This is an optimization exercise on Yosys and OpenROAD, whose aim is small area, not a production implementation.
RTL that was checked went through simulation tests only; none was proved equivalent to the original.
The RTL of run 2 was laid out without a check of its function.
Power and IR drop assume default switching activity.

==> flow/design.v (outline; a module is shown in full before it is edited, if it fits) <==
// module colmux_nt_col: 391 lines
// module colmux_scan: 1486 lines
module colmux_scan(clk_scan, rst_scan_n, row_i, wave_i, ack_t_i, ser_o, srclk_o, rclk_o, sstat_o, req_t_o, bundle_o);
  // ...
==> flow/flow/run.sh <==
#!/bin/bash
# Standard layout, with four changes:
# - synthesis is the standard flow's own, but extract_fa is skipped and ABC maps with an
#   area-oriented script
#   (flow/synth.tcl, flow/abc_amap.script);
# - every combinational cell starts from its smallest drive after floorplan
#   (flow/downsize.tcl; repair_design later upsizes or buffers where needed);
# - a leaner clock tree (clkbuf_4 clusters of at most 10 sinks within 80 um,
#   no dummy loads);
# - the smallest buffer on each port.
# Logs: flow.log here and ORFS's own logs under orfs/logs/.
set -euo pipefail
bash standard.sh \
  "SYNTH_SCRIPT=$PWD/flow/synth.tcl" \
  "POST_FLOORPLAN_TCL=$PWD/flow/downsize.tcl" \
  "CTS_ARGS=-sink_clustering_enable -repair_clock_nets -sink_clustering_size 10 -sink_clustering_max_diameter 80 -buf_list sky130_fd_sc_hd__clkbuf_4 -dont_use_dummy_load" \
  "BUFFER_PORTS_ARGS=-buffer_cell sky130_fd_sc_hd__buf_1" \
  finish > flow.log 2>&1
==> flow/flow/abc_amap.script <==
strash
dch -f
amap
mfs3 -ae
topo
==> flow/flow/downsize.tcl <==
# Run after floorplan (POST_FLOORPLAN_TCL): give every combinational cell the
# smallest drive strength of its family. Timing has ample slack at this
# period; placement's repair_design then restores drive wherever slew,
# capacitance or fanout call for it. Registers and clock cells are left alone.
set db [ord::get_db]
set block [ord::get_db_block]
set dont_use $::env(DONT_USE_CELLS)
set swapped 0
set saved 0
foreach inst [$block getInsts] {
  set master [$inst getMaster]
  set name [$master getName]
  if {![regexp {^(sky130_fd_sc_hd__[a-z0-9]+?)_([0-9]+)$} $name -> base drive]} { continue }
  if {[regexp {__(df|edf|sdf|dl|tap|fill|decap|conb|clk|lpflow|probe)} $base]} { continue }
  set best $master
  set best_area [expr {[$master getWidth] * [$master getHeight]}]
  foreach d {0 1 2 3 4 6 8 12 16} {
    set cand_name ${base}_$d
    if {[lsearch -exact $dont_use $cand_name] >= 0} { continue }
    set cand [$db findMaster $cand_name]
    if {$cand eq "NULL"} { continue }
    set a [expr {[$cand getWidth] * [$cand getHeight]}]
    if {$a < $best_area} {
      set best $cand
      set best_area $a
    }
  }
  if {$best ne $master} {
    set saved [expr {$saved + [$master getWidth] * [$master getHeight] - $best_area}]
    $inst swapMaster $best
    incr swapped
  }
}
puts "downsize: $swapped cells swapped to their smallest drive, [expr {$saved / 1e6}] um2 saved"
==> flow/flow/synth.tcl <==
# The standard synthesis (synth_recipe.tcl in the work folder, run
# unchanged), except for the combinational mapping: Yosys's extract_fa (which
# pulls XOR/AND pairs out as half/full adder cells before ABC sees them) is
# skipped, and ABC maps with an area-oriented script (abc_amap.script beside
# this file) instead of ORFS's abc_area/abc_speed script. Registers are
# mapped before ABC runs, so their names and cell types are those of the
# standard synthesis.
set flow_dir [file dirname [file normalize [info script]]]
set ::amap_script [file join $flow_dir abc_amap.script]
proc abc {args} {
  set i [lsearch -exact $args -script]
  if {$i >= 0 && [regexp {abc_(area|speed)\.script$} [lindex $args [expr {$i + 1}]]]} {
    lset args [expr {$i + 1}] $::amap_script
    puts "flow/synth.tcl: ABC script replaced by $::amap_script"
  }
  yosys abc {*}$args
}
proc extract_fa {args} {
  puts "flow/synth.tcl: extract_fa skipped"
}
source [file join [file dirname $flow_dir] synth_recipe.tcl]
==> flow/standard.sh <==
#!/bin/bash
# synth_recipe.tcl (not shown) runs the flow's synth.tcl, then flattens the netlist and writes it again
# the make line also repeats each setting of config.mk as NAME=value (left out here)
make -C /OpenROAD-flow-scripts/flow DESIGN_CONFIG=/design/flow/config.mk WORK_HOME=/design/flow/orfs CLKGATE_MAP_FILE= SYNTH_SCRIPT=/design/flow/synth_recipe.tcl "${@:-finish}"
==> flow/config.mk <==
export PLATFORM = sky130hd
export DESIGN_NAME = colmux_scan
export DESIGN_NICKNAME = colmux_scan
export VERILOG_FILES = /design/flow/design.v
export SDC_FILE = /design/flow/constraint.sdc
export NUM_CORES = 4
export LEC_CHECK = 0
export ABC_AREA = 1
export CAP_MARGIN = 20
export CORE_MARGIN = 2
export CORE_UTILIZATION = 65
export SLEW_MARGIN = 20
==> flow/constraint.sdc <==
create_clock -name core_clock -period 10.0 [get_ports {clk_scan}]
set_input_delay 2.0000 -clock core_clock [delete_from_list [all_inputs] [get_ports {clk_scan}]]
set_output_delay 2.0000 -clock core_clock [all_outputs]
set_load 0.01 [all_outputs]
==> key figures, run 1 <==
Logic synthesis
  • Xor and xnor fraction of the mapped netlist area: 0
  • Leading cell types by count after synthesis: sky130_fd_sc_hd__edfxtp_1 (163), sky130_fd_sc_hd__nor2_1 (75), sky130_fd_sc_hd__clkinv_1 (45)
  • Compound-gate portion of the synthesized area: 0.0865
  • Per-instance average area after synthesis: around 15 um^2
  • Area fraction of the dominant cell type after synthesis: 0.588
  • Number of enable-type register cells in the synthesized netlist: ~160
  • Number of distinct standard cells referenced by the synthesized netlist: 43

STA
  • Setup Skew: 0.0597 ns

Cells and area
  • Fraction of area in clock buffers and inverters: 0.0230
  • Number of clock-tree buffers in the layout: 27

Critical path
  • Worst Path Required: approximately 8.0 ns
  • Worst setup path startpoint: _871_
  • Worst r2r dst: pseq[4]

Clock tree
  • Hold buffer count at CTS: 0
  • TritonCTS clock tree: built
  • Clock root buffer master: sky130_fd_sc_hd__clkbuf_4
  • CTS clock-pin slew for the worst setup and hold paths: 0.11 ns

Pwr
  • Switching power total: ~0.27 mW
  • Switch share: 0.191
  • Top power consumer group: sequential cells

Min path
  • Hold path endpoint: rs2[1]
  • Worst hold-check path type: flip-flop to flip-flop

GRT
  • Initial antenna violation count: 0

Drt
  • Met3 routed WL: 714 um

Run status
  • Result of the run: no timing/DRC/antenna violations
==> inputs of run 2 (changes only) <==
--- a/flow/design.v
+++ b/flow/design.v
@@ -79,15 +79,5 @@
   wire _166_;
   wire _167_;
-  wire _168_;
-  wire _169_;
   wire _16_;
-  wire _170_;
-  wire _171_;
-  wire _172_;
-  wire _173_;
-  wire _174_;
-  wire _175_;
-  wire _176_;
-  wire _177_;
   wire _17_;
   wire _18_;
@@ -182,210 +172,200 @@
   wire _99_;
   wire _9_;
-  assign _143_ = idx[1] & idx[0];
-  assign _142_ = ~_143_;
-  assign _141_ = ~idx[3];
-  assign _140_ = _141_ & idx[2];
-  assign _139_ = ~_140_;
-  assign _138_ = ~idx[2];
-  assign _137_ = idx[3] & _138_;
-  assign _136_ = ~_137_;
-  assign _135_ = _136_ & _139_;
-  assign _134_ = ~_135_;
-  assign _133_ = ~idx[1];
-  assign _132_ = _141_ & _133_;
+  assign _133_ = ~idx[2];
+  assign _132_ = idx[3] & _133_;
   assign _131_ = ~_132_;
-  assign _130_ = _131_ & _134_;
-  assign _129_ = _130_ & _142_;
+  assign _130_ = ~idx[3];
+  assign _129_ = _130_ & idx[2];
   assign _128_ = ~_129_;
-  assign _127_ = idx[2] & idx[1];
+  assign _127_ = _128_ & _131_;
   assign _126_ = ~_127_;
-  assign _125_ = _141_ & idx[0];
-  assign _124_ = _125_ & _126_;
+  assign _125_ = ~idx[1];
+  assign _124_ = _130_ & _125_;
   assign _123_ = ~_124_;
-  assign _122_ = _123_ & _128_;
-  assign code[19] = ~_122_;
-  assign _121_ = ~_130_;
-  assign _120_ = ~idx[4];
-  assign _119_ = _126_ & _120_;
+  assign _122_ = _123_ & _126_;
+  assign _121_ = ~_122_;
+  assign _120_ = ~idx[0];
+  assign _119_ = idx[1] & _120_;
   assign _118_ = ~_119_;
-  assign _117_ = ~idx[0];
-  assign _116_ = idx[1] & _117_;
-  assign _115_ = ~_116_;
-  assign _114_ = _115_ & idx[2];
-  assign _113_ = ~_114_;
-  assign _112_ = _113_ & idx[4];
-  assign _111_ = ~_112_;
-  assign _110_ = ~idx[5];
-  assign _109_ = _133_ & idx[0];
-  assign _108_ = ~_109_;
-  assign _107_ = _108_ & _110_;
-  assign _106_ = _107_ & _111_;
-  assign _105_ = _106_ & _118_;
-  assign _104_ = ~_105_;
-  assign _103_ = idx[5] & idx[2];
+  assign _117_ = _125_ & idx[0];
+  assign _116_ = ~_117_;
+  assign _115_ = _116_ & _118_;
+  assign _114_ = ~_115_;
+  assign _113_ = _114_ & idx[3];
+  assign _112_ = ~_113_;
+  assign _111_ = ~idx[4];
+  assign _110_ = _120_ & _133_;
+  assign _109_ = ~_110_;
+  assign _108_ = _109_ & _111_;
+  assign _107_ = ~_108_;
+  assign _106_ = idx[3] & idx[2];
+  assign _105_ = ~_106_;
+  assign _104_ = _105_ & _119_;
+  assign _103_ = _104_ & _107_;
   assign _102_ = ~_103_;
-  assign _101_ = _108_ & _115_;
-  assign _100_ = _101_ & _102_;
-  assign _99_ = ~_100_;
-  assign _98_ = _99_ & idx[3];
-  assign _97_ = ~_98_;
-  assign code[15] = _97_ & _104_;
-  assign _96_ = ~code[15];
-  assign _95_ = _96_ & _121_;
-  assign code[30] = ~_95_;
-  assign _94_ = code[30] & _134_;
-  assign _93_ = _99_ & idx[1];
-  assign _92_ = ~_93_;
-  assign code[18] = _92_ & _94_;
-  assign _91_ = _140_ & _117_;
+  assign _101_ = idx[5] & _130_;
+  assign _100_ = ~_101_;
+  assign _99_ = _124_ & idx[0];
+  assign _98_ = ~_99_;
+  assign _97_ = _98_ & _100_;
+  assign _96_ = _97_ & _102_;
+  assign _95_ = idx[1] & idx[2];
+  assign _94_ = ~_95_;
+  assign _93_ = ~idx[5];
+  assign _92_ = _93_ & _111_;
+  assign _91_ = _92_ & _94_;
   assign _90_ = ~_91_;
-  assign code[17] = _90_ & code[15];
-  assign _89_ = _124_ & idx[1];
-  assign _88_ = ~_89_;
-  assign _87_ = _109_ & _141_;
-  assign _86_ = ~_87_;
-  assign _85_ = ~_101_;
-  assign _84_ = _139_ & _133_;
-  assign _83_ = ~_84_;
-  assign _82_ = _83_ & _126_;
-  assign code[0] = _82_ & _85_;
-  assign _81_ = ~code[0];
-  assign _80_ = ~_106_;
-  assign _79_ = _80_ & _141_;
+  assign _89_ = _90_ & idx[2];
+  assign _88_ = _89_ & _96_;
+  assign _87_ = ~_88_;
+  assign code[15] = _87_ & _112_;
+  assign _86_ = ~code[15];
+  assign _85_ = _86_ & _121_;
+  assign code[30] = ~_85_;
+  assign _84_ = code[30] & _126_;
+  assign _83_ = _130_ & _120_;
+  assign _82_ = ~_83_;
+  assign _81_ = _128_ & _125_;
+  assign _80_ = ~_81_;
+  assign _79_ = _80_ & _94_;
   assign _78_ = ~_79_;
-  assign _77_ = _78_ & _81_;
+  assign _77_ = _78_ & _82_;
   assign _76_ = ~_77_;
-  assign _75_ = _76_ & _93_;
+  assign code[21] = _76_ & _84_;
+  assign _75_ = idx[0] & _133_;
   assign _74_ = ~_75_;
-  assign _73_ = _109_ & _138_;
+  assign _73_ = _74_ & _82_;
   assign _72_ = ~_73_;
-  assign _71_ = _119_ & _110_;
+  assign code[20] = _72_ & _123_;
+  assign _71_ = _123_ & idx[2];
   assign _70_ = ~_71_;
-  assign _69_ = _70_ & _72_;
-  assign _68_ = ~_69_;
-  assign _67_ = _68_ & _141_;
-  assign _66_ = ~_67_;
-  assign _65_ = idx[5] & idx[4];
-  assign _64_ = _140_ & idx[0];
-  assign _63_ = _64_ & _65_;
+  assign _69_ = idx[1] & idx[0];
+  assign _68_ = _69_ & idx[3];
+  assign _67_ = ~_68_;
+  assign _66_ = _67_ & _82_;
+  assign _65_ = _66_ & _70_;
+  assign _64_ = ~_65_;
+  assign _63_ = _83_ & _95_;
   assign _62_ = ~_63_;
-  assign _61_ = _62_ & _66_;
-  assign _60_ = _61_ & _74_;
-  assign _59_ = _60_ & _86_;
-  assign _58_ = ~_59_;
-  assign _57_ = _86_ & _115_;
+  assign _61_ = _62_ & _64_;
+  assign code[19] = ~_61_;
+  assign _60_ = _95_ & _101_;
+  assign _59_ = ~_60_;
+  assign _58_ = _59_ & _118_;
+  assign code[18] = _58_ & _84_;
+  assign _57_ = _83_ & idx[2];
   assign _56_ = ~_57_;
-  assign _55_ = _56_ & _138_;
-  assign _54_ = ~_55_;
-  assign code[11] = _54_ & _58_;
-  assign _53_ = code[11] & _117_;
-  assign _52_ = ~_53_;
-  assign _51_ = ~code[11];
-  assign _50_ = _51_ & idx[0];
+  assign code[17] = _56_ & code[15];
+  assign code[14] = _64_ & code[15];
+  assign _55_ = ~code[14];
+  assign _54_ = _55_ & code[19];
+  assign _53_ = ~_54_;
+  assign _52_ = _60_ & idx[0];
+  assign _51_ = ~_52_;
+  assign _50_ = _51_ & _53_;
   assign _49_ = ~_50_;
-  assign _48_ = _49_ & _130_;
-  assign _47_ = _48_ & _52_;
-  assign _46_ = ~_47_;
-  assign _45_ = _46_ & _88_;
-  assign code[16] = ~_45_;
-  assign _44_ = _115_ & code[19];
-  assign _43_ = ~_44_;
-  assign code[14] = _43_ & code[15];
-  assign code[13] = code[15] & _130_;
-  assign _42_ = code[14] & idx[3];
-  assign _41_ = ~_42_;
-  assign _40_ = _41_ & _77_;
-  assign code[12] = ~_40_;
-  assign _39_ = _138_ & _117_;
-  assign _38_ = _39_ & _131_;
-  assign _37_ = ~_38_;
-  assign _36_ = _37_ & _59_;
-  assign code[10] = ~_36_;
-  assign code[9] = code[10] & _81_;
-  assign _35_ = ~_60_;
-  assign code[24] = code[30] & _110_;
-  assign _34_ = idx[3] & idx[2];
-  assign _33_ = ~_34_;
-  assign code[25] = _33_ & code[24];
-  assign _32_ = _77_ & _141_;
-  assign _31_ = ~_32_;
-  assign _30_ = _31_ & _72_;
-  assign _29_ = _30_ & code[25];
-  assign _28_ = _29_ & _35_;
-  assign _27_ = ~_28_;
-  assign _26_ = _27_ & _58_;
-  assign _25_ = ~_26_;
-  assign _24_ = ~_29_;
-  assign _23_ = _137_ & idx[1];
+  assign code[16] = _49_ & _116_;
+  assign code[13] = code[15] & _122_;
+  assign _48_ = ~_92_;
+  assign _47_ = idx[5] & idx[4];
+  assign _46_ = _47_ & _99_;
+  assign _45_ = ~_46_;
+  assign _44_ = _45_ & _59_;
+  assign _43_ = _91_ & _130_;
+  assign _42_ = ~_43_;
+  assign _41_ = _75_ & _124_;
+  assign _40_ = ~_41_;
+  assign _39_ = _40_ & _102_;
+  assign _38_ = _39_ & _42_;
+  assign _37_ = _38_ & _44_;
+  assign _36_ = _37_ & _98_;
+  assign _35_ = ~_36_;
+  assign _34_ = ~_37_;
+  assign _33_ = _34_ & _99_;
+  assign _32_ = ~_33_;
+  assign _31_ = _32_ & _35_;
+  assign _30_ = ~_31_;
+  assign _29_ = _47_ & _79_;
+  assign _28_ = ~_29_;
+  assign _27_ = _28_ & _44_;
+  assign _26_ = _27_ & _30_;
+  assign code[4] = ~_26_;
+  assign _25_ = code[4] & _96_;
+  assign _24_ = ~_25_;
+  assign _23_ = _108_ & _124_;
   assign _22_ = ~_23_;
-  assign _21_ = _22_ & idx[4];
-  assign _20_ = ~_21_;
-  assign _19_ = ~_65_;
-  assign _18_ = _19_ & _131_;
-  assign _17_ = ~_18_;
-  assign _16_ = ~_39_;
-  assign _15_ = _16_ & idx[5];
-  assign _14_ = _15_ & _17_;
-  assign _13_ = _14_ & _20_;
-  assign _12_ = ~_13_;
-  assign _11_ = _12_ & _24_;
-  assign _10_ = _108_ & _137_;
-  assign _9_ = _10_ & _11_;
+  assign _21_ = _93_ & _133_;
+  assign _20_ = _21_ & _116_;
+  assign _19_ = ~_20_;
+  assign _18_ = _19_ & _22_;
+  assign _17_ = _18_ & _24_;
+  assign _16_ = ~_17_;
+  assign _15_ = _16_ & _48_;
+  assign _14_ = ~_15_;
+  assign _13_ = ~code[13];
+  assign code[0] = _79_ & _114_;
+  assign _12_ = ~code[0];
+  assign _11_ = _12_ & _13_;
+  assign _10_ = ~_11_;
+  assign _9_ = _10_ & _93_;
   assign _8_ = ~_9_;
-  assign _7_ = _8_ & _25_;
-  assign code[8] = ~_7_;
-  assign code[5] = ~_11_;
-  assign _6_ = _141_ & _117_;
+  assign _7_ = _8_ & _14_;
+  assign code[5] = ~_7_;
+  assign _6_ = _110_ & _123_;
   assign _5_ = ~_6_;
-  assign _4_ = _138_ & idx[0];
-  assign _3_ = ~_4_;
-  assign _2_ = _3_ & _5_;
+  assign _4_ = _5_ & _72_;
+  assign code[7] = _4_ & code[5];
+  assign _3_ = ~code[7];
+  assign _2_ = code[14] & idx[3];
   assign _1_ = ~_2_;
-  assign _0_ = _1_ & _37_;
-  assign code[7] = _0_ & code[5];
-  assign _177_ = _19_ & _132_;
-  assign _176_ = ~_177_;
-  assign _175_ = _176_ & _35_;
-  assign _174_ = ~_175_;
-  assign _173_ = _174_ & _55_;
-  assign _172_ = ~_173_;
-  assign _171_ = _65_ & _82_;
-  assign _170_ = ~_171_;
-  assign _169_ = _170_ & _37_;
-  assign _168_ = _169_ & _172_;
-  assign code[1] = ~_168_;
-  assign _167_ = code[1] & code[8];
-  assign _166_ = ~_167_;
-  assign _165_ = _168_ & _7_;
-  assign _164_ = ~_165_;
-  assign code[6] = _164_ & _166_;
-  assign _163_ = code[6] & _17_;
+  assign _0_ = _1_ & _96_;
+  assign _167_ = _0_ & _3_;
+  assign code[12] = ~_167_;
+  assign _166_ = _114_ & _133_;
+  assign _165_ = ~_166_;
+  assign code[11] = _165_ & _35_;
+  assign _164_ = _5_ & _36_;
+  assign code[10] = ~_164_;
+  assign code[9] = code[10] & _12_;
+  assign _163_ = _48_ & _117_;
   assign _162_ = ~_163_;
-  assign _161_ = _162_ & _174_;
-  assign code[4] = ~_161_;
-  assign _160_ = _8_ & _60_;
-  assign code[3] = ~_160_;
-  assign _159_ = ~code[7];
-  assign _158_ = _159_ & _54_;
-  assign _157_ = _8_ & code[9];
-  assign _156_ = _157_ & _158_;
+  assign _161_ = _162_ & code[5];
+  assign _160_ = ~_161_;
+  assign _159_ = _160_ & code[10];
+  assign _158_ = ~_159_;
+  assign _157_ = _116_ & _132_;
+  assign _156_ = _157_ & _7_;
   assign _155_ = ~_156_;
-  assign _154_ = ~_158_;
-  assign _153_ = code[10] & _110_;
-  assign _152_ = ~_153_;
-  assign _151_ = _152_ & _154_;
-  assign _150_ = ~_151_;
-  assign _149_ = _150_ & _62_;
-  assign _148_ = _149_ & _155_;
-  assign code[2] = ~_148_;
-  assign _147_ = ~code[25];
-  assign code[26] = _147_ & code[30];
+  assign _154_ = _155_ & _158_;
+  assign code[8] = ~_154_;
+  assign _153_ = ~_47_;
+  assign _152_ = _41_ & _153_;
+  assign _151_ = ~_152_;
+  assign _150_ = _151_ & _5_;
+  assign _149_ = _150_ & _28_;
+  assign code[1] = ~_149_;
+  assign _148_ = code[1] & _154_;
+  assign _147_ = ~_148_;
+  assign _146_ = _149_ & code[8];
+  assign _145_ = ~_146_;
+  assign _144_ = _145_ & _147_;
+  assign code[6] = ~_144_;
+  assign _143_ = _155_ & _37_;
+  assign code[3] = ~_143_;
+  assign _142_ = _3_ & _37_;
+  assign _141_ = ~_142_;
+  assign _140_ = _141_ & idx[5];
+  assign _139_ = ~_140_;
+  assign _138_ = ~_18_;
+  assign _137_ = _138_ & _96_;
+  assign _136_ = ~_137_;
+  assign _135_ = _136_ & _139_;
+  assign code[2] = ~_135_;
+  assign code[24] = code[30] & _93_;
+  assign code[25] = code[24] & _105_;
+  assign _134_ = ~code[25];
+  assign code[26] = _134_ & code[30];
   assign code[23] = code[30] & idx[4];
-  assign code[22] = _90_ & _130_;
-  assign _146_ = ~_82_;
-  assign _145_ = _146_ & _115_;
-  assign _144_ = ~_145_;
-  assign code[21] = _144_ & _94_;
-  assign code[20] = _1_ & _131_;
+  assign code[22] = _82_ & _122_;
   assign { code[31], code[29:27] } = 4'h0;
 endmodule
@@ -656,8 +636,8 @@
   wire _317_;
   wire _318_;
-  wire _319_;
+  wire [2:0] _319_;
   wire _31_;
   wire _320_;
-  wire [2:0] _321_;
+  wire _321_;
   wire _322_;
   wire _323_;
@@ -708,6 +688,6 @@
   wire _364_;
   wire _365_;
-  wire _366_;
-  wire [3:0] _367_;
+  wire [3:0] _366_;
+  wire _367_;
   wire _368_;
   wire _369_;
@@ -845,166 +825,166 @@
   reg [1:0] tcnt;
   always @(posedge clk_scan)
-    if (_236_) ring2[2] <= ring2[5];
+    if (_235_) ring2[2] <= ring2[5];
   always @(posedge clk_scan)
-    if (_236_) ring2[1] <= ring2[4];
+    if (_235_) ring2[1] <= ring2[4];
   always @(posedge clk_scan)
-    if (_236_) ring2[0] <= ring2[3];
+    if (_235_) ring2[0] <= ring2[3];
   always @(posedge clk_scan)
-    if (_236_) ring1[33] <= nxt[3];
+    if (_235_) ring1[33] <= nxt[3];
   always @(posedge clk_scan)
-    if (_236_) ring1[32] <= ring1[35];
+    if (_235_) ring1[32] <= ring1[35];
   always @(posedge clk_scan)
-    if (_236_) ring1[31] <= ring1[34];
+    if (_235_) ring1[31] <= ring1[34];
   always @(posedge clk_scan)
-    if (_236_) ring1[30] <= ring1[33];
+    if (_235_) ring1[30] <= ring1[33];
   always @(posedge clk_scan)
-    if (_236_) ring1[29] <= ring1[32];
+    if (_235_) ring1[29] <= ring1[32];
   always @(posedge clk_scan)
-    if (_236_) ring1[28] <= ring1[31];
+    if (_235_) ring1[28] <= ring1[31];
   always @(posedge clk_scan)
-    if (_236_) ring1[27] <= ring1[30];
+    if (_235_) ring1[27] <= ring1[30];
   always @(posedge clk_scan)
-    if (_236_) ring1[26] <= ring1[29];
+    if (_235_) ring1[26] <= ring1[29];
   always @(posedge clk_scan)
-    if (_236_) ring1[25] <= ring1[28];
+    if (_235_) ring1[25] <= ring1[28];
   always @(posedge clk_scan)
-    if (_236_) ring1[24] <= ring1[27];
+    if (_235_) ring1[24] <= ring1[27];
   always @(posedge clk_scan)
-    if (_236_) ring1[23] <= ring1[26];
+    if (_235_) ring1[23] <= ring1[26];
   always @(posedge clk_scan)
-    if (_236_) ring1[22] <= ring1[25];
+    if (_235_) ring1[22] <= ring1[25];
   always @(posedge clk_scan)
-    if (_236_) ring1[21] <= ring1[24];
+    if (_235_) ring1[21] <= ring1[24];
   always @(posedge clk_scan)
-    if (_236_) ring1[20] <= ring1[23];
+    if (_235_) ring1[20] <= ring1[23];
   always @(posedge clk_scan)
-    if (_236_) ring1[19] <= ring1[22];
+    if (_235_) ring1[19] <= ring1[22];
   always @(posedge clk_scan)
-    if (_236_) ring1[18] <= ring1[21];
+    if (_235_) ring1[18] <= ring1[21];
   always @(posedge clk_scan)
-    if (_236_) ring1[17] <= ring1[20];
+    if (_235_) ring1[17] <= ring1[20];
   always @(posedge clk_scan)
-    if (_236_) ring1[16] <= ring1[19];
+    if (_235_) ring1[16] <= ring1[19];
   always @(posedge clk_scan)
     if (_297_[5]) pb[14] <= pseq[7];
   always @(posedge clk_scan)
-    if (_236_) ring1[15] <= ring1[18];
+    if (_235_) ring1[15] <= ring1[18];
   always @(posedge clk_scan, negedge rst_scan_n)
     if (!rst_scan_n) ack_s2 <= 1'h0;
     else ack_s2 <= ack_s1;
   always @(posedge clk_scan)
-    if (_236_) ring1[14] <= ring1[17];
+    if (_235_) ring1[14] <= ring1[17];
   always @(posedge clk_scan)
     if (_355_) bitm[3] <= 1'h1;
     else if (_286_) bitm[3] <= _233_[3];
   always @(posedge clk_scan)
-    if (_236_) ring1[13] <= ring1[16];
+    if (_235_) ring1[13] <= ring1[16];
   always @(posedge clk_scan)
-    if (_236_)
+    if (_235_)
       if (_290_) ring0[34] <= 1'h0;
       else ring0[34] <= ring0[0];
   always @(posedge clk_scan)
-    if (_236_) ring1[12] <= ring1[15];
+    if (_235_) ring1[12] <= ring1[15];
   always @(posedge clk_scan, negedge rst_scan_n)
     if (!rst_scan_n) ack_s1 <= 1'h0;
     else ack_s1 <= ack_t_i;
   always @(posedge clk_scan)
-    if (_236_) ring1[11] <= ring1[14];
+    if (_235_) ring1[11] <= ring1[14];
   always @(posedge clk_scan, negedge rst_scan_n)
     if (!rst_scan_n) fresh <= 1'h1;
     else if (_297_[5]) fresh <= 1'h0;
   always @(posedge clk_scan)
-    if (_236_) ring1[10] <= ring1[13];
+    if (_235_) ring1[10] <= ring1[13];
   always @(posedge clk_scan)
-    if (_236_) ring1[9] <= ring1[12];
+    if (_235_) ring1[9] <= ring1[12];
   always @(posedge clk_scan)
-    if (_236_) ring1[8] <= ring1[11];
+    if (_235_) ring1[8] <= ring1[11];
   always @(posedge clk_scan)
-    if (_236_) ring1[7] <= ring1[10];
+    if (_235_) ring1[7] <= ring1[10];
   always @(posedge clk_scan)
-    if (_236_) ring1[6] <= ring1[9];
+    if (_235_) ring1[6] <= ring1[9];
   always @(posedge clk_scan)
-    if (_236_) ring1[5] <= ring1[8];
+    if (_235_) ring1[5] <= ring1[8];
   always @(posedge clk_scan)
-    if (_236_) ring1[4] <= ring1[7];
+    if (_235_) ring1[4] <= ring1[7];
   always @(posedge clk_scan)
-    if (_236_) ring1[3] <= ring1[6];
+    if (_235_) ring1[3] <= ring1[6];
   always @(posedge clk_scan)
-    if (_236_) ring1[2] <= ring1[5];
+    if (_235_) ring1[2] <= ring1[5];
   always @(posedge clk_scan)
-    if (_236_) ring1[1] <= ring1[4];
+    if (_235_) ring1[1] <= ring1[4];
   always @(posedge clk_scan)
-    if (_236_) ring1[0] <= ring1[3];
+    if (_235_) ring1[0] <= ring1[3];
   always @(posedge clk_scan, negedge rst_scan_n)
     if (!rst_scan_n) pseq[6] <= 1'h0;
-    else if (_276_) pseq[6] <= _216_[6];
+    else if (_275_) pseq[6] <= _216_[6];
   always @(posedge clk_scan, negedge rst_scan_n)
     if (!rst_scan_n) pseq[5] <= 1'h0;
-    else if (_276_) pseq[5] <= _216_[5];
+    else if (_275_) pseq[5] <= _216_[5];
   always @(posedge clk_scan, negedge rst_scan_n)
     if (!rst_scan_n) pseq[4] <= 1'h0;
-    else if (_276_) pseq[4] <= _216_[4];
+    else if (_275_) pseq[4] <= _216_[4];
   always @(posedge clk_scan, negedge rst_scan_n)
     if (!rst_scan_n) pseq[3] <= 1'h0;
-    else if (_276_) pseq[3] <= _216_[3];
+    else if (_275_) pseq[3] <= _216_[3];
   always @(posedge clk_scan, negedge rst_scan_n)
     if (!rst_scan_n) pseq[2] <= 1'h0;
-    else if (_276_) pseq[2] <= _216_[2];
+    else if (_275_) pseq[2] <= _216_[2];
   always @(posedge clk_scan, negedge rst_scan_n)
     if (!rst_scan_n) pseq[1] <= 1'h0;
-    else if (_276_) pseq[1] <= _216_[1];
+    else if (_275_) pseq[1] <= _216_[1];
   always @(posedge clk_scan, negedge rst_scan_n)
     if (!rst_scan_n) pseq[0] <= 1'h0;
-    else if (_276_) pseq[0] <= _224_[0];
+    else if (_275_) pseq[0] <= _224_[0];
   always @(posedge clk_scan)
-    if (_236_) ring3[33] <= nxt[9];
+    if (_235_) ring3[33] <= nxt[9];
   always @(posedge clk_scan)
-    if (_236_) ring3[32] <= ring3[35];
+    if (_235_) ring3[32] <= ring3[35];
   always @(posedge clk_scan)
-    if (_236_) ring3[31] <= ring3[34];
+    if (_235_) ring3[31] <= ring3[34];
   always @(posedge clk_scan)
-    if (_236_) ring3[30] <= ring3[33];
+    if (_235_) ring3[30] <= ring3[33];
   always @(posedge clk_scan)
-    if (_236_) ring3[29] <= ring3[32];
+    if (_235_) ring3[29] <= ring3[32];
   always @(posedge clk_scan)
-    if (_236_) ring3[28] <= ring3[31];
+    if (_235_) ring3[28] <= ring3[31];
   always @(posedge clk_scan)
-    if (_236_) ring3[27] <= ring3[30];
+    if (_235_) ring3[27] <= ring3[30];
   always @(posedge clk_scan)
-    if (_236_) ring3[26] <= ring3[29];
+    if (_235_) ring3[26] <= ring3[29];
   always @(posedge clk_scan)
-    if (_236_) ring3[25] <= ring3[28];
+    if (_235_) ring3[25] <= ring3[28];
   always @(posedge clk_scan)
-    if (_236_) ring3[24] <= ring3[27];
+    if (_235_) ring3[24] <= ring3[27];
   always @(posedge clk_scan)
-    if (_236_) ring3[23] <= ring3[26];
+    if (_235_) ring3[23] <= ring3[26];
   always @(posedge clk_scan)
-    if (_236_) ring3[22] <= ring3[25];
+    if (_235_) ring3[22] <= ring3[25];
   always @(posedge clk_scan)
-    if (_236_) ring3[21] <= ring3[24];
+    if (_235_) ring3[21] <= ring3[24];
   always @(posedge clk_scan)
-    if (_236_) ring3[20] <= ring3[23];
+    if (_235_) ring3[20] <= ring3[23];
   always @(posedge clk_scan)
-    if (_236_) ring3[19] <= ring3[22];
+    if (_235_) ring3[19] <= ring3[22];
   always @(posedge clk_scan)
-    if (_236_) ring3[18] <= ring3[21];
+    if (_235_) ring3[18] <= ring3[21];
   always @(posedge clk_scan)
-    if (_236_) ring3[17] <= ring3[20];
+    if (_235_) ring3[17] <= ring3[20];
   always @(posedge clk_scan)
-    if (_236_) ring3[16] <= ring3[19];
+    if (_235_) ring3[16] <= ring3[19];
   always @(posedge clk_scan)
-    if (_236_) ring3[15] <= ring3[18];
+    if (_235_) ring3[15] <= ring3[18];
   always @(posedge clk_scan)
-    if (_236_) ring3[14] <= ring3[17];
+    if (_235_) ring3[14] <= ring3[17];
   always @(posedge clk_scan)
-    if (_236_) ring3[13] <= ring3[16];
+    if (_235_) ring3[13] <= ring3[16];
   always @(posedge clk_scan)
-    if (_236_) ring3[12] <= ring3[15];
+    if (_235_) ring3[12] <= ring3[15];
   always @(posedge clk_scan, negedge rst_scan_n)
     if (!rst_scan_n) note[5] <= 1'h0;
-    else if (_276_) note[5] <= n_idx[5];
+    else if (_275_) note[5] <= n_idx[5];
   always @(posedge clk_scan, negedge rst_scan_n)
     if (!rst_scan_n) pend <= 1'h0;
-    else pend <= _312_;
+    else pend <= _306_;
   always @(posedge clk_scan)
     if (_294_)
@@ -1012,5 +992,5 @@
       else c40[1] <= c40[0];
   always @(posedge clk_scan)
-    if (_236_) ring3[11] <= ring3[14];
+    if (_235_) ring3[11] <= ring3[14];
   assign _264_ = ~sstat_o[1];
   assign _263_ = ~sstat_o[2];
@@ -1021,5 +1001,5 @@
   assign _259_ = ~sstat_o[0];
   assign _258_ = sstat_o[3] & _259_;
-  assign _236_ = _258_ & _262_;
+  assign _235_ = _258_ & _262_;
   assign _257_ = bitm[1] & bitm[0];
   assign _256_ = bitm[2] & bitm[3];
@@ -1045,6 +1025,6 @@
   assign _238_ = tcnt[0] & tcnt[1];
   assign _237_ = ~_238_;
-  assign _235_ = _237_ & _239_;
-  assign _250_[1] = ~_235_;
+  assign _236_ = _237_ & _239_;
+  assign _250_[1] = ~_236_;
   assign _234_ = sstat_o[5] & sstat_o[4];
   assign _232_ = _234_ & _260_;
@@ -1053,5 +1033,5 @@
   assign _297_[5] = _230_ & _232_;
   assign _229_ = ~_297_[5];
-  assign _228_ = ~_236_;
+  assign _228_ = ~_235_;
   assign _227_ = _243_ & _245_;
   assign _226_ = ~_227_;
@@ -1081,11 +1061,11 @@
   assign _203_ = ~_204_;
   assign _202_ = _203_ & _207_;
-  assign _367_[2] = ~_202_;
+  assign _366_[2] = ~_202_;
   assign _201_ = ~sstat_o[4];
   assign _200_ = ~sstat_o[5];
   assign _199_ = _200_ & _201_;
   assign _198_ = ~_199_;
-  assign _367_[1] = _198_ & _205_;
-  assign _367_[0] = _260_ & _201_;
+  assign _366_[1] = _198_ & _205_;
+  assign _366_[0] = _260_ & _201_;
   assign _197_ = ~wave_i[2];
   assign _196_ = _249_ & _258_;
@@ -1097,5 +1077,5 @@
   assign _190_ = ~_191_;
   assign _265_ = _190_ & _193_;
-  assign _321_[1] = ~_265_;
+  assign _319_[1] = ~_265_;
   assign _266_ = _195_ & wave_i[0];
   assign _267_ = ~_266_;
@@ -1103,8 +1083,8 @@
   assign _269_ = ~_268_;
   assign _270_ = _269_ & _267_;
-  assign _321_[0] = ~_270_;
+  assign _319_[0] = ~_270_;
   assign _271_ = _229_ & _260_;
   assign _272_ = ~_271_;
-  assign _275_ = _272_ & _192_;
+  assign _274_ = _272_ & _192_;
   assign _277_ = ~_262_;
   assign _278_ = _277_ & sstat_o[3];
@@ -1119,5 +1099,5 @@
   assign _298_ = _296_ & _291_;
   assign _299_ = ~_298_;
-  assign _300_ = _299_ & _275_;
+  assign _300_ = _299_ & _274_;
   assign ph_n[0] = ~_300_;
   assign _301_ = _291_ & _264_;
@@ -1125,32 +1105,32 @@
   assign _303_ = _226_ & _246_;
   assign _304_ = _303_ & _302_;
-  assign ph_n[1] = _304_ & _275_;
+  assign ph_n[1] = _304_ & _274_;
   assign _305_ = pseq[1] & pseq[0];
-  assign _306_ = _305_ & pseq[2];
-  assign _307_ = _306_ & pseq[3];
-  assign _308_ = _307_ & pseq[4];
-  assign _309_ = _308_ & pseq[5];
-  assign _310_ = _309_ & pseq[6];
-  assign _311_ = ~_310_;
+  assign _307_ = _305_ & pseq[2];
+  assign _308_ = _307_ & pseq[3];
+  assign _309_ = _308_ & pseq[4];
+  assign _310_ = _309_ & pseq[5];
+  assign _311_ = _310_ & pseq[6];
+  assign _312_ = ~_311_;
   assign _313_ = ~pseq[6];
-  assign _314_ = ~_309_;
+  assign _314_ = ~_310_;
   assign _315_ = _314_ & _313_;
   assign _316_ = ~_315_;
-  assign _216_[6] = _316_ & _311_;
-  assign _317_ = _311_ & pseq[7];
+  assign _216_[6] = _316_ & _312_;
+  assign _317_ = _312_ & pseq[7];
   assign _318_ = ~_317_;
-  assign _319_ = ~pseq[7];
-  assign _320_ = _310_ & _319_;
-  assign _322_ = ~_320_;
+  assign _320_ = ~pseq[7];
+  assign _321_ = _311_ & _320_;
+  assign _322_ = ~_321_;
   assign _323_ = _322_ & _318_;
   assign _216_[7] = ~_323_;
-  assign _324_ = ~_308_;
+  assign _324_ = ~_309_;
   assign _325_ = ~pseq[4];
-  assign _326_ = ~_307_;
+  assign _326_ = ~_308_;
   assign _327_ = _326_ & _325_;
   assign _328_ = ~_327_;
   assign _216_[4] = _328_ & _324_;
   assign _329_ = ~pseq[3];
-  assign _330_ = ~_306_;
+  assign _330_ = ~_307_;
   assign _331_ = _330_ & _329_;
   assign _333_ = ~_331_;
@@ -1162,5 +1142,5 @@
   assign _337_ = _223_ & _240_;
   assign _338_ = _337_ & _300_;
-  assign _365_ = ~_338_;
+  assign _364_ = ~_338_;
   assign _339_ = ~_305_;
   assign _224_[0] = ~pseq[0];
@@ -1189,5 +1169,5 @@
   assign _361_ = rs2[1] & _347_;
   assign _362_ = _361_ & ring1[1];
-  assign _363_ = _362_ & _360_;
+  assign _367_ = _362_ & _360_;
   assign _368_ = _210_ & sstat_o[6];
   assign _369_ = _368_ & _199_;
@@ -1198,5 +1178,5 @@
   assign _374_ = ~_373_;
   assign _375_ = _374_ & _370_;
-  assign _376_ = _375_ & _363_;
+  assign _376_ = _375_ & _367_;
   assign _377_ = ~_376_;
   assign _378_ = _377_ & _359_;
@@ -1272,5 +1252,5 @@
   assign _32_ = _31_ & _27_;
   assign nxt[12] = _32_ & _26_;
-  assign _294_ = _348_ & _236_;
+  assign _294_ = _348_ & _235_;
   assign _33_ = nxt[12] & _349_;
   assign _293_ = ~_33_;
@@ -1288,5 +1268,5 @@
   assign _42_ = ~_41_;
   assign _43_ = _42_ & _40_;
-  assign _367_[3] = ~_43_;
+  assign _366_[3] = ~_43_;
   assign _44_ = ~_355_;
   assign _45_ = ~_255_;
@@ -1318,6 +1298,6 @@
   assign _71_ = _70_ & _45_;
   assign _72_ = ~_71_;
-  assign _366_ = _72_ & _44_;
-  assign _287_ = ~_275_;
+  assign _365_ = _72_ & _44_;
+  assign _287_ = ~_274_;
   assign _73_ = ~_286_;
   assign _74_ = _44_ & _73_;
@@ -1331,5 +1311,5 @@
   assign _79_ = _192_ & _78_;
   assign _80_ = ~_79_;
-  assign _321_[2] = _80_ & _77_;
+  assign _319_[2] = _80_ & _77_;
   assign _81_ = nxt[9] & _347_;
   assign _281_ = ~_81_;
@@ -1345,10 +1325,10 @@
   assign _89_ = _192_ & _88_;
   assign _90_ = ~_89_;
-  assign _312_ = _90_ & busy;
+  assign _306_ = _90_ & busy;
   assign launch = _90_ & _87_;
   assign _91_ = _373_ & _347_;
   assign _92_ = ~_91_;
   assign _93_ = _92_ & _359_;
-  assign _94_ = ~_363_;
+  assign _94_ = ~_367_;
   assign _95_ = nxt[2] & _383_;
   assign _96_ = ~_95_;
@@ -1357,9 +1337,9 @@
   assign _99_ = _98_ & _353_;
   assign _100_ = ~_99_;
-  assign _276_ = _100_ & _236_;
+  assign _275_ = _100_ & _235_;
   assign _101_ = _300_ & ph_n[2];
-  assign _364_ = ~_101_;
+  assign _363_ = ~_101_;
   assign _102_ = _44_ & _239_;
-  assign _274_ = ~_102_;
+  assign _273_ = ~_102_;
   assign _103_ = ~note[4];
   assign _104_ = _103_ & _347_;
@@ -1441,5 +1421,5 @@
   assign _180_ = _179_ & _100_;
   assign _181_ = ~_180_;
-  assign _273_ = _181_ & _173_;
+  assign _276_ = _181_ & _173_;
   assign _182_ = ~_93_;
   assign n_idx[5] = _182_ & _353_;
@@ -1454,25 +1434,25 @@
   assign nxt[14] = ~_189_;
   always @(posedge clk_scan)
-    if (_236_) ring3[10] <= ring3[13];
+    if (_235_) ring3[10] <= ring3[13];
   always @(posedge clk_scan)
-    if (_236_) ring3[9] <= ring3[12];
+    if (_235_) ring3[9] <= ring3[12];
   always @(posedge clk_scan)
-    if (_236_) ring3[8] <= ring3[11];
+    if (_235_) ring3[8] <= ring3[11];
   always @(posedge clk_scan)
-    if (_236_) ring3[7] <= ring3[10];
+    if (_235_) ring3[7] <= ring3[10];
   always @(posedge clk_scan)
-    if (_236_) ring3[6] <= ring3[9];
+    if (_235_) ring3[6] <= ring3[9];
   always @(posedge clk_scan)
-    if (_236_) ring3[5] <= ring3[8];
+    if (_235_) ring3[5] <= ring3[8];
   always @(posedge clk_scan)
-    if (_236_) ring3[4] <= ring3[7];
+    if (_235_) ring3[4] <= ring3[7];
   always @(posedge clk_scan)
-    if (_236_) ring3[3] <= ring3[6];
+    if (_235_) ring3[3] <= ring3[6];
   always @(posedge clk_scan)
-    if (_236_) ring3[2] <= ring3[5];
+    if (_235_) ring3[2] <= ring3[5];
   always @(posedge clk_scan)
-    if (_236_) ring3[1] <= ring3[4];
+    if (_235_) ring3[1] <= ring3[4];
   always @(posedge clk_scan)
-    if (_236_) ring3[0] <= ring3[3];
+    if (_235_) ring3[0] <= ring3[3];
   reg _856_;
   always @(posedge clk_scan, negedge rst_scan_n)
@@ -1513,15 +1493,15 @@
   always @(posedge clk_scan, negedge rst_scan_n)
     if (!rst_scan_n) _863_ <= 1'h0;
-    else if (launch) _863_ <= _321_[2];
+    else if (launch) _863_ <= _319_[2];
   assign bundle_o[35] = _863_;
   reg _864_;
   always @(posedge clk_scan, negedge rst_scan_n)
     if (!rst_scan_n) _864_ <= 1'h0;
-    else if (launch) _864_ <= _321_[1];
+    else if (launch) _864_ <= _319_[1];
   assign bundle_o[34] = _864_;
   reg _865_;
   always @(posedge clk_scan, negedge rst_scan_n)
     if (!rst_scan_n) _865_ <= 1'h0;
-    else if (launch) _865_ <= _321_[0];
+    else if (launch) _865_ <= _319_[0];
   assign bundle_o[33] = _865_;
   reg _866_;
@@ -1565,7 +1545,7 @@
     rs2[3] <= rs1[3];
   always @(posedge clk_scan)
-    pw[1] <= _321_[1];
+    pw[1] <= _319_[1];
   always @(posedge clk_scan)
-    pw[0] <= _321_[0];
+    pw[0] <= _319_[0];
   always @(posedge clk_scan)
     rs1[3] <= row_i[3];
@@ -1599,58 +1579,58 @@
   always @(posedge clk_scan, negedge rst_scan_n)
     if (!rst_scan_n) note[4] <= 1'h0;
-    else if (_276_) note[4] <= n_idx[4];
+    else if (_275_) note[4] <= n_idx[4];
   always @(posedge clk_scan, negedge rst_scan_n)
     if (!rst_scan_n) note[3] <= 1'h1;
-    else if (_276_) note[3] <= n_idx[3];
+    else if (_275_) note[3] <= n_idx[3];
   always @(posedge clk_scan, negedge rst_scan_n)
     if (!rst_scan_n) note[2] <= 1'h1;
-    else if (_276_) note[2] <= n_idx[2];
+    else if (_275_) note[2] <= n_idx[2];
   always @(posedge clk_scan, negedge rst_scan_n)
     if (!rst_scan_n) note[1] <= 1'h1;
-    else if (_276_) note[1] <= sstat_o[5];
+    else if (_275_) note[1] <= sstat_o[5];
   always @(posedge clk_scan, negedge rst_scan_n)
     if (!rst_scan_n) note[0] <= 1'h1;
-    else if (_276_) note[0] <= sstat_o[4];
+    else if (_275_) note[0] <= sstat_o[4];
   always @(posedge clk_scan)
-    if (_236_) ring0[33] <= nxt[0];
+    if (_235_) ring0[33] <= nxt[0];
   always @(posedge clk_scan)
-    if (_236_) ring0[32] <= ring0[35];
+    if (_235_) ring0[32] <= ring0[35];
   always @(posedge clk_scan)
-    if (_236_) ring0[31] <= ring0[34];
+    if (_235_) ring0[31] <= ring0[34];
   always @(posedge clk_scan)
-    if (_236_) ring0[30] <= ring0[33];
+    if (_235_) ring0[30] <= ring0[33];
   always @(posedge clk_scan)
-    if (_236_) ring0[29] <= ring0[32];
+    if (_235_) ring0[29] <= ring0[32];
   always @(posedge clk_scan)
-    if (_236_) ring0[28] <= ring0[31];
+    if (_235_) ring0[28] <= ring0[31];
   always @(posedge clk_scan)
-    if (_236_) ring0[27] <= ring0[30];
+    if (_235_) ring0[27] <= ring0[30];
   always @(posedge clk_scan)
-    if (_236_) ring0[26] <= ring0[29];
+    if (_235_) ring0[26] <= ring0[29];
   always @(posedge clk_scan)
-    if (_236_) ring0[25] <= ring0[28];
+    if (_235_) ring0[25] <= ring0[28];
   always @(posedge clk_scan)
-    if (_236_) ring0[24] <= ring0[27];
+    if (_235_) ring0[24] <= ring0[27];
   always @(posedge clk_scan)
-    if (_236_) ring0[23] <= ring0[26];
+    if (_235_) ring0[23] <= ring0[26];
   always @(posedge clk_scan)
-    if (_236_) ring0[22] <= ring0[25];
+    if (_235_) ring0[22] <= ring0[25];
+  always @(posedge clk_scan, negedge rst_scan_n)
+    if (!rst_scan_n) rclk_o <= 1'h1;
+    else rclk_o <= _363_;
   always @(posedge clk_scan)
-    if (_236_) ring0[21] <= ring0[24];
+    if (_235_) ring0[21] <= ring0[24];
   always @(posedge clk_scan)
-    if (_236_) ring0[20] <= ring0[23];
+    if (_235_) ring0[20] <= ring0[23];
   always @(posedge clk_scan)
-    if (_236_) ring0[19] <= ring0[22];
+    if (_235_) ring0[19] <= ring0[22];
   always @(posedge clk_scan)
-    if (_236_) ring0[18] <= ring0[21];
+    if (_235_) ring0[18] <= ring0[21];
   always @(posedge clk_scan)
-    if (_236_) ring0[17] <= ring0[20];
-  always @(posedge clk_scan, negedge rst_scan_n)
-    if (!rst_scan_n) req_t_o <= 1'h0;
-    else if (launch) req_t_o <= _280_;
+    if (_235_) ring0[17] <= ring0[20];
   always @(posedge clk_scan)
-    if (_236_) gate_nx <= _273_;
+    gate_nx <= _276_;
   always @(posedge clk_scan)
-    if (_236_)
+    if (_235_)
       if (_281_) ring3[34] <= 1'h0;
       else ring3[34] <= ring3[0];
@@ -1661,44 +1641,44 @@
   assign bundle_o[43] = _912_;
   always @(posedge clk_scan)
-    if (_236_) ring0[16] <= ring0[19];
+    if (_235_) ring0[16] <= ring0[19];
   always @(posedge clk_scan)
-    if (_236_) ring0[15] <= ring0[18];
+    if (_235_) ring0[15] <= ring0[18];
   always @(posedge clk_scan)
     if (_294_) c40[2] <= nxt[14];
   always @(posedge clk_scan)
-    if (_236_) ring0[14] <= ring0[17];
+    if (_235_) ring0[14] <= ring0[17];
   always @(posedge clk_scan)
-    if (_236_) ring0[13] <= ring0[16];
+    if (_235_) ring0[13] <= ring0[16];
   always @(posedge clk_scan)
-    if (_236_) ring0[12] <= ring0[15];
+    if (_235_) ring0[12] <= ring0[15];
   always @(posedge clk_scan)
-    if (_236_) ring0[11] <= ring0[14];
+    if (_235_) ring0[11] <= ring0[14];
   always @(posedge clk_scan)
-    if (_236_) ring0[10] <= ring0[13];
+    if (_235_) ring0[10] <= ring0[13];
   always @(posedge clk_scan)
-    if (_236_) ring0[9] <= ring0[12];
+    if (_235_) ring0[9] <= ring0[12];
   always @(posedge clk_scan)
-    if (_236_) ring0[8] <= ring0[11];
+    if (_235_) ring0[8] <= ring0[11];
   always @(posedge clk_scan)
-    if (_236_) ring0[7] <= ring0[10];
+    if (_235_) ring0[7] <= ring0[10];
   always @(posedge clk_scan)
-    if (_236_) ring0[6] <= ring0[9];
+    if (_235_) ring0[6] <= ring0[9];
   always @(posedge clk_scan)
-    if (_236_) ring0[5] <= ring0[8];
+    if (_235_) ring0[5] <= ring0[8];
   always @(posedge clk_scan)
-    if (_236_) ring0[4] <= ring0[7];
+    if (_235_) ring0[4] <= ring0[7];
   always @(posedge clk_scan)
-    if (_236_) ring0[3] <= ring0[6];
+    if (_235_) ring0[3] <= ring0[6];
   always @(posedge clk_scan)
-    if (_236_) ring0[2] <= ring0[5];
+    if (_235_) ring0[2] <= ring0[5];
   always @(posedge clk_scan)
-    if (_236_) ring0[1] <= ring0[4];
+    if (_235_) ring0[1] <= ring0[4];
   always @(posedge clk_scan)
-    if (_236_) ring0[35] <= nxt[2];
+    if (_235_) ring0[35] <= nxt[2];
   always @(posedge clk_scan)
-    if (_236_) ring0[0] <= ring0[3];
+    if (_235_) ring0[0] <= ring0[3];
   always @(posedge clk_scan, negedge rst_scan_n)
-    if (!rst_scan_n) pseq[7] <= 1'h0;
-    else if (_276_) pseq[7] <= _216_[7];
+    if (!rst_scan_n) req_t_o <= 1'h0;
+    else if (launch) req_t_o <= _280_;
   always @(posedge clk_scan)
     if (_355_) bitm[2] <= 1'h1;
@@ -1715,5 +1695,5 @@
     if (_297_[5]) pb[12] <= pseq[5];
   always @(posedge clk_scan)
-    if (_236_) ring2[35] <= nxt[8];
+    if (_235_) ring2[35] <= nxt[8];
   always @(posedge clk_scan)
     if (_297_[5]) pb[11] <= pseq[4];
@@ -1721,5 +1701,5 @@
     if (_297_[5]) pb[10] <= pseq[3];
   always @(posedge clk_scan)
-    if (_236_) ring1[35] <= nxt[5];
+    if (_235_) ring1[35] <= nxt[5];
   always @(posedge clk_scan)
     if (_297_[5]) pb[9] <= pseq[2];
@@ -1733,5 +1713,5 @@
     if (_297_[5]) pb[5] <= note[5];
   always @(posedge clk_scan)
-    if (_236_)
+    if (_235_)
       if (_283_) ring1[34] <= 1'h0;
       else ring1[34] <= ring1[0];
@@ -1754,113 +1734,113 @@
   always @(posedge clk_scan, negedge rst_scan_n)
     if (!rst_scan_n) _954_ <= 1'h0;
-    else if (_287_) _954_ <= _367_[2];
+    else if (_287_) _954_ <= _366_[2];
   assign sstat_o[6] = _954_;
   reg _955_;
   always @(posedge clk_scan, negedge rst_scan_n)
     if (!rst_scan_n) _955_ <= 1'h0;
-    else if (_287_) _955_ <= _367_[1];
+    else if (_287_) _955_ <= _366_[1];
   assign sstat_o[5] = _955_;
   reg _956_;
   always @(posedge clk_scan, negedge rst_scan_n)
     if (!rst_scan_n) _956_ <= 1'h0;
-    else if (_287_) _956_ <= _367_[0];
+    else if (_287_) _956_ <= _366_[0];
   assign sstat_o[4] = _956_;
   always @(posedge clk_scan)
-    if (_274_) tcnt[0] <= 1'h0;
+    if (_273_) tcnt[0] <= 1'h0;
     else tcnt[0] <= _250_[0];
   always @(posedge clk_scan)
-    if (_236_) ring2[33] <= nxt[6];
+    if (_235_) ring2[33] <= nxt[6];
   always @(posedge clk_scan)
-    if (_236_) ring2[32] <= ring2[35];
+    if (_235_) ring2[32] <= ring2[35];
   always @(posedge clk_scan)
-    if (_236_) ring2[31] <= ring2[34];
+    if (_235_) ring2[31] <= ring2[34];
   always @(posedge clk_scan)
-    if (_236_) ring2[30] <= ring2[33];
+    if (_235_) ring2[30] <= ring2[33];
   always @(posedge clk_scan)
-    if (_236_) ring2[29] <= ring2[32];
+    if (_235_) ring2[29] <= ring2[32];
   always @(posedge clk_scan)
     rs1[4] <= row_i[4];
   always @(posedge clk_scan)
-    if (_236_)
+    if (_235_)
       if (_284_) ring2[34] <= 1'h0;
       else ring2[34] <= ring2[0];
   always @(posedge clk_scan)
-    if (_236_) ring2[28] <= ring2[31];
+    if (_235_) ring2[28] <= ring2[31];
   always @(posedge clk_scan)
-    if (_236_) ring2[27] <= ring2[30];
+    if (_235_) ring2[27] <= ring2[30];
   always @(posedge clk_scan)
-    if (_236_) ring2[26] <= ring2[29];
+    if (_235_) ring2[26] <= ring2[29];
   always @(posedge clk_scan)
-    if (_236_) ring2[25] <= ring2[28];
+    if (_235_) ring2[25] <= ring2[28];
   always @(posedge clk_scan)
     rs2[4] <= rs1[4];
   always @(posedge clk_scan)
-    if (_236_) ring2[24] <= ring2[27];
+    if (_235_) ring2[24] <= ring2[27];
   always @(posedge clk_scan, negedge rst_scan_n)
     if (!rst_scan_n) ser_o <= 1'h1;
-    else if (_285_) ser_o <= _366_;
+    else if (_285_) ser_o <= _365_;
   always @(posedge clk_scan, negedge rst_scan_n)
     if (!rst_scan_n) gate <= 1'h0;
     else if (!_332_) gate <= gate_nx;
   always @(posedge clk_scan)
-    if (_274_) tcnt[1] <= 1'h1;
+    if (_273_) tcnt[1] <= 1'h1;
     else tcnt[1] <= _250_[1];
   always @(posedge clk_scan)
-    if (_236_) ring3[35] <= nxt[11];
+    if (_235_) ring3[35] <= nxt[11];
   always @(posedge clk_scan)
-    if (_236_) ring2[23] <= ring2[26];
+    if (_235_) ring2[23] <= ring2[26];
   always @(posedge clk_scan)
-    if (_236_) ring2[22] <= ring2[25];
+    if (_235_) ring2[22] <= ring2[25];
   always @(posedge clk_scan, negedge rst_scan_n)
     if (!rst_scan_n) srclk_o <= 1'h1;
-    else srclk_o <= _365_;
+    else srclk_o <= _364_;
   always @(posedge clk_scan)
-    if (_236_) ring2[21] <= ring2[24];
+    if (_235_) ring2[21] <= ring2[24];
   always @(posedge clk_scan)
-    if (_236_) ring2[20] <= ring2[23];
+    if (_235_) ring2[20] <= ring2[23];
   always @(posedge clk_scan)
-    if (_236_) ring2[19] <= ring2[22];
+    if (_235_) ring2[19] <= ring2[22];
   always @(posedge clk_scan, negedge rst_scan_n)
-    if (!rst_scan_n) rclk_o <= 1'h1;
-    else rclk_o <= _364_;
+    if (!rst_scan_n) pseq[7] <= 1'h0;
+    else if (_275_) pseq[7] <= _216_[7];
   always @(posedge clk_scan)
-    if (_236_) ring2[18] <= ring2[21];
+    if (_235_) ring2[18] <= ring2[21];
   always @(posedge clk_scan)
-    if (_236_) ring2[17] <= ring2[20];
+    if (_235_) ring2[17] <= ring2[20];
   always @(posedge clk_scan)
-    if (_236_) ring2[16] <= ring2[19];
+    if (_235_) ring2[16] <= ring2[19];
   always @(posedge clk_scan)
-    pw[2] <= _321_[2];
+    pw[2] <= _319_[2];
   reg _986_;
   always @(posedge clk_scan, negedge rst_scan_n)
     if (!rst_scan_n) _986_ <= 1'h0;
-    else if (_287_) _986_ <= _367_[3];
+    else if (_287_) _986_ <= _366_[3];
   assign sstat_o[7] = _986_;
   always @(posedge clk_scan)
-    if (_236_) ring2[15] <= ring2[18];
+    if (_235_) ring2[15] <= ring2[18];
   always @(posedge clk_scan)
-    if (_236_) ring2[14] <= ring2[17];
+    if (_235_) ring2[14] <= ring2[17];
   always @(posedge clk_scan)
-    if (_236_) ring2[13] <= ring2[16];
+    if (_235_) ring2[13] <= ring2[16];
   always @(posedge clk_scan)
-    if (_236_) ring2[12] <= ring2[15];
+    if (_235_) ring2[12] <= ring2[15];
   always @(posedge clk_scan)
-    if (_236_) ring2[11] <= ring2[14];
+    if (_235_) ring2[11] <= ring2[14];
   always @(posedge clk_scan)
-    if (_236_) ring2[10] <= ring2[13];
+    if (_235_) ring2[10] <= ring2[13];
   always @(posedge clk_scan)
-    if (_236_) ring2[9] <= ring2[12];
+    if (_235_) ring2[9] <= ring2[12];
   always @(posedge clk_scan)
-    if (_236_) ring2[8] <= ring2[11];
+    if (_235_) ring2[8] <= ring2[11];
   always @(posedge clk_scan)
-    if (_236_) ring2[7] <= ring2[10];
+    if (_235_) ring2[7] <= ring2[10];
   always @(posedge clk_scan)
-    if (_236_) ring2[6] <= ring2[9];
+    if (_235_) ring2[6] <= ring2[9];
   always @(posedge clk_scan)
-    if (_236_) ring2[5] <= ring2[8];
+    if (_235_) ring2[5] <= ring2[8];
   always @(posedge clk_scan)
-    if (_236_) ring2[4] <= ring2[7];
+    if (_235_) ring2[4] <= ring2[7];
   always @(posedge clk_scan)
-    if (_236_) ring2[3] <= ring2[6];
+    if (_235_) ring2[3] <= ring2[6];
   colmux_nt_col u_nt (
     .code(note_code),
==> key figures, run 2 <==
Floorplan
  • DIE WIDTH: 117 um (about the same)
  • Starting utilization of the core area: 0.661 (was 0.663)
  • Top Ports: 75 (unchanged)
  • Die area: 13700 um^2 (about the same)
  • Area inside the core boundary: 12600 um^2 (unchanged)
  • Die extent in y: 117 um (about the same)
  • Number of core rows: 41 (unchanged)

Pwr
  • Leakage component of the power: 3.03 nW (was 3.02 nW)
  • Total power draw: 1.42 mW (was 1.41 mW)
  • Max VDD drop: 0.000145 V (was 0.000113 V)
  • Cell Pwr Density: 161 nW/um^2 (was 160 nW/um^2)

Placement
  • Cell Area, Placed: 8610 um^2 (was 8630 um^2)
  • Estimated wirelength of the detail-placed design: 8.36 mm (was 8.44 mm)
  • Buffers added on ports: 66 (unchanged)
  • Final GP Congestion: 1.03 (was 1.09)
  • Worst slack at placement: 4.20 ns (was 4.71 ns)
  • Number of cells in the design after placement: 783 (unchanged)

Clock tree
  • Clock network latency to the later pin of the worst-skew pair: 0.60 ns (was 0.63 ns)
  • TritonCTS clock tree: built (unchanged)
  • Clock Path Buffers: 3 (unchanged)
  • Clock sink count: 231 (unchanged)
  • Hold buffer count at CTS: 0 (unchanged)
  • Post-cts repair resize count: 0 (unchanged)
  • Maximum level of the CTS H-tree: 1 (unchanged)
  • CTS clock-pin slew for the worst setup and hold paths: 0.12 ns (was 0.11 ns)
  • Setup repair bufs after CTS: 0 (unchanged)
  • Clock root buffer master: sky130_fd_sc_hd__clkbuf_4 (unchanged)
  • Clock buffers created by TritonCTS: 27 (unchanged)

Cells and area
  • Leading cell type in the layout, fill and taps excluded: sky130_fd_sc_hd__edfxtp_1 (unchanged)
  • Synth-to-layout area growth: 6.12% (was 6.02%)
  • Sequential cell area: 6510 um^2 (was 6520 um^2)
  • Final-layout fill cell count: 893 (was 847)
  • Count of nets after finishing: 651 (unchanged)
  • Fin util: 0.701 (was 0.703)
  • Area of the multi-input gates: 1410 um^2 (was 1440 um^2)
  • Commonest cells after routing, fill and taps aside: sky130_fd_sc_hd__edfxtp_1 (162), sky130_fd_sc_hd__nor2_1 (67), sky130_fd_sc_hd__buf_1 (65), sky130_fd_sc_hd__clkinv_1 (50), sky130_fd_sc_hd__dfrtp_1 (37) (was sky130_fd_sc_hd__edfxtp_1 (163), sky130_fd_sc_hd__nor2_1 (75), sky130_fd_sc_hd__buf_1 (65), sky130_fd_sc_hd__clkinv_1 (45), sky130_fd_sc_hd__dfrtp_1 (37))
  • Fraction of layout cells with a size suffix above 1: 0.0737 (unchanged)
  • Post-layout instance count excluding filler cells: 811 (was 810)
  • Finished Cell Area: 8810 um^2 (was 8830 um^2)

GRT
  • Largest net degree at the start of global routing: 101 (was 78)
  • Number of global-route vias before repair: 4351 (was 4235)
  • Wire length of the first global-routing pass: 21.2 mm (was 20.8 mm)
  • Global-route track usage on met2: 0.306 (was 0.298)
  • Final global-route overflow total: 0 (unchanged)
  • Overall track demand over capacity in global routing: 0.198 (was 0.195)
  • Met1 GRT Util: 0.294 (was 0.286)
  • M3 GR Usage: 0.0381 (was 0.0407)
  • Initial antenna violation count: 0 (unchanged)
  • Routing layer with the top usage in global route: met2 (unchanged)

STA
  • Final cycle utilization of the critical path: 0.661 (was 0.606)
  • Unrepaired setup endpoints after global routing: no (unchanged)
  • Final hold vios: 0 (unchanged)
  • Slew at the pin with the worst max-slew slack: 0.858 ns (was 0.933 ns)
  • Final number of max-transition violations: 0 (unchanged)
  • Final sum of negative setup slack: 0 ns (unchanged)
  • Final setup fails: 0 (unchanged)
  • Min Hold Slack: 0.325 ns (was 0.329 ns)
  • Slew margin rel.: 0.413 (was 0.376)
  • Setup Skew: 0.0550 ns (was 0.0597 ns)
  • Min cycle time layout: 6.61 ns (was 6.06 ns)
  • Maximum achievable frequency: 151 MHz (was 165 MHz)
  • Setup slack of the critical path after layout: 3.39 ns (was 3.94 ns)

Drt
  • Routed length per placed instance: 16.4 um (about the same)
  • DRC violation count after routing: 0 (unchanged)
  • Routed WL: 13.3 mm (about the same)
  • Pre-Repair DR Iteration Count: 5 (was 4)
  • Antenna Violating Nets Remaining: 0 (unchanged)
  • Via density: 5.72 (was 5.62)
  • Total vias in the final route: 4638 (was 4550)
  • Violation count after the first detailed-routing iteration: 447 (was 456)

Logic synthesis
  • Total of warnings raised by yosys: 1 (unchanged)
  • Dominant cell by count in the synthesized netlist: sky130_fd_sc_hd__edfxtp_1 (unchanged)
  • Number of distinct standard cells referenced by the synthesized netlist: 42 (was 43)
  • Synth Instances: 565 (unchanged)
  • Top_reg_cell synth: sky130_fd_sc_hd__edfxtp_1 (unchanged)
  • Number of enable-type register cells in the synthesized netlist: 162 (was 163)
  • Leading cell types by count after synthesis: sky130_fd_sc_hd__edfxtp_1 (162), sky130_fd_sc_hd__nor2_1 (67), sky130_fd_sc_hd__clkinv_1 (50) (was sky130_fd_sc_hd__edfxtp_1 (163), sky130_fd_sc_hd__nor2_1 (75), sky130_fd_sc_hd__clkinv_1 (45))
  • Cell taking the most area after synthesis: sky130_fd_sc_hd__edfxtp_1 (unchanged)
  • Per-instance average area after synthesis: 14.7 um^2 (about the same)
  • Area fraction of the dominant cell type after synthesis: 0.586 (was 0.588)
  • Seq cells post-synth: 231 (unchanged)
  • Proportion of synthesized chip area in sequential cells: 0.783 (was 0.782)
  • Netlist area before placement: 8310 um^2 (was 8330 um^2)
  • Share of flip-flops with an asynchronous set or reset: 0.212 (unchanged)
  • Synth top area cells: sky130_fd_sc_hd__edfxtp_1 (59%), sky130_fd_sc_hd__dfrtp_1 (11%), sky130_fd_sc_hd__dfxtp_1 (4.8%), sky130_fd_sc_hd__dfstp_2 (3.8%), sky130_fd_sc_hd__nor2_1 (3.0%) (was sky130_fd_sc_hd__edfxtp_1 (59%), sky130_fd_sc_hd__dfrtp_1 (11%), sky130_fd_sc_hd__dfxtp_1 (4.6%), sky130_fd_sc_hd__dfstp_2 (3.8%), sky130_fd_sc_hd__nor2_1 (3.4%))

Critical path
  • Endpoint kind of the worst setup timing path: output port (unchanged)
  • Critical path fanouts, max: 9 (was 8)
  • Arrival time of the worst setup path: 4.61 ns (was 4.06 ns)
  • Worst Path Required: 8.00 ns (about the same)
  • Category of the worst setup path launch point: flip-flop (unchanged)
  • Crit Path Category: flip-flop to output port (unchanged)

Min path
  • Worst hold-check path type: flip-flop to flip-flop (unchanged)

Flow run
  • Max cap viols: 0 (unchanged)

Run status
  • Result of the run: no timing/DRC/antenna violations (unchanged)
run 2: changes by cell type after synthesis, sizes merged, moves of 2 or more:
| cell | before | now |
|---|---|---|
| nand3 | 2 | 4 |
| nor2b | 8 | 11 |
| nor2 | 75 | 67 |
| clkinv | 45 | 50 |
| o21ai | 19 | 16 |
| a31oi | 0 | 2 |
| nand2 | 18 | 23 |
run 2: routing by layer:
layer	routed length, um	up-vias
li1	-	2180
met1	6180	2218
met2	5940	198
met3	929	42
met4	267	0
met5	0	-
run 2: logic make-up after synthesis:
logic type / count (synthesis) / share of synthesized area
AOI/OAI and AO/OA: 103 / 0.0833
buffers and inverters: 82 / 0.0515
DFF: 231 / 0.783
other: 1 / 0.000451
and+or+nand+nor: 148 / 0.0815
run 2: cell type report:
type,instances,area share
sequential,231,0.738
clock buffer,27,0.0230
inverter,50,0.0213
multi-input combinational,259,0.160
tap,172,0.0244
timing repair buffer,71,0.0329
antenna,1,0.000284
run 2: path summary, 6_finish.rpt:
check                               to  cells after the start  slack, ns        from
min in group asynchronous        _956_                      2       1.48  rst_scan_n
hold reg to reg                 rs2[4]                      0       0.33      rs1[4]
setup / recovery           bundle_o[6]                     14       3.39       _870_
hold / removal                  rs2[4]                      0       0.33      rs1[4]
setup reg to reg               pseq[7]                     17       6.02       _986_
max in group asynchronous      pseq[0]                      2       8.08  rst_scan_n
run 2: worst max-delay path, cell delays in order (launching register included):
cell                        delay, ns
sky130_fd_sc_hd__dfstp_2         0.64
sky130_fd_sc_hd__clkinv_1        0.22
sky130_fd_sc_hd__nor2_1          0.30
sky130_fd_sc_hd__nor3_1          0.12
sky130_fd_sc_hd__a2111oi_0       0.80
sky130_fd_sc_hd__clkinv_1        0.25
sky130_fd_sc_hd__o22ai_1         0.21
sky130_fd_sc_hd__nor3_1          0.09
sky130_fd_sc_hd__o21a_1          0.17
sky130_fd_sc_hd__o21ai_0         0.32
sky130_fd_sc_hd__clkinv_1        0.17
sky130_fd_sc_hd__o22ai_1         0.25
sky130_fd_sc_hd__clkinv_1        0.11
sky130_fd_sc_hd__o22ai_1         0.17
sky130_fd_sc_hd__buf_1           0.17
run 2: report_power, final:
part / internal [mW] / total [mW] / switching (mW)
clock: 0.124 / 0.386 / 0.262
sequential: 1.02 / 1.02 / 0.00161
combinational: 0.00336 / 0.0123 / 0.00896
total: 1.14 / 1.42 / 0.272

-- separate check: timing with driven ports --
The flow's constraints put no driver on any port. The routed layouts listed below were extracted and timed again, unchanged, in two steps. Step 1: set_driving_cell puts a clkbuf_16 on clk_scan and a buf_2 on each other input, an assumption about the parent block. Step 2 also shifts input and output timing later by t, the mid clock arrival at the registers, as if the neighbouring blocks saw the same clock. Three values: ideal ports, drivers, drivers and shift; two values: the first two.
| run | t, ns | setup WS [ns] | hold WS [ns] |
|---|---|---|---|
| run 1 | 0.629 | 3.944 / 3.914 / 4.544 | 0.329 / 0.329 / 0.329 |
| run 2 | 0.610 | 3.394 / 3.361 / 3.971 | 0.325 / 0.325 / 0.325 |
After both steps setup and hold are still met in every run listed.
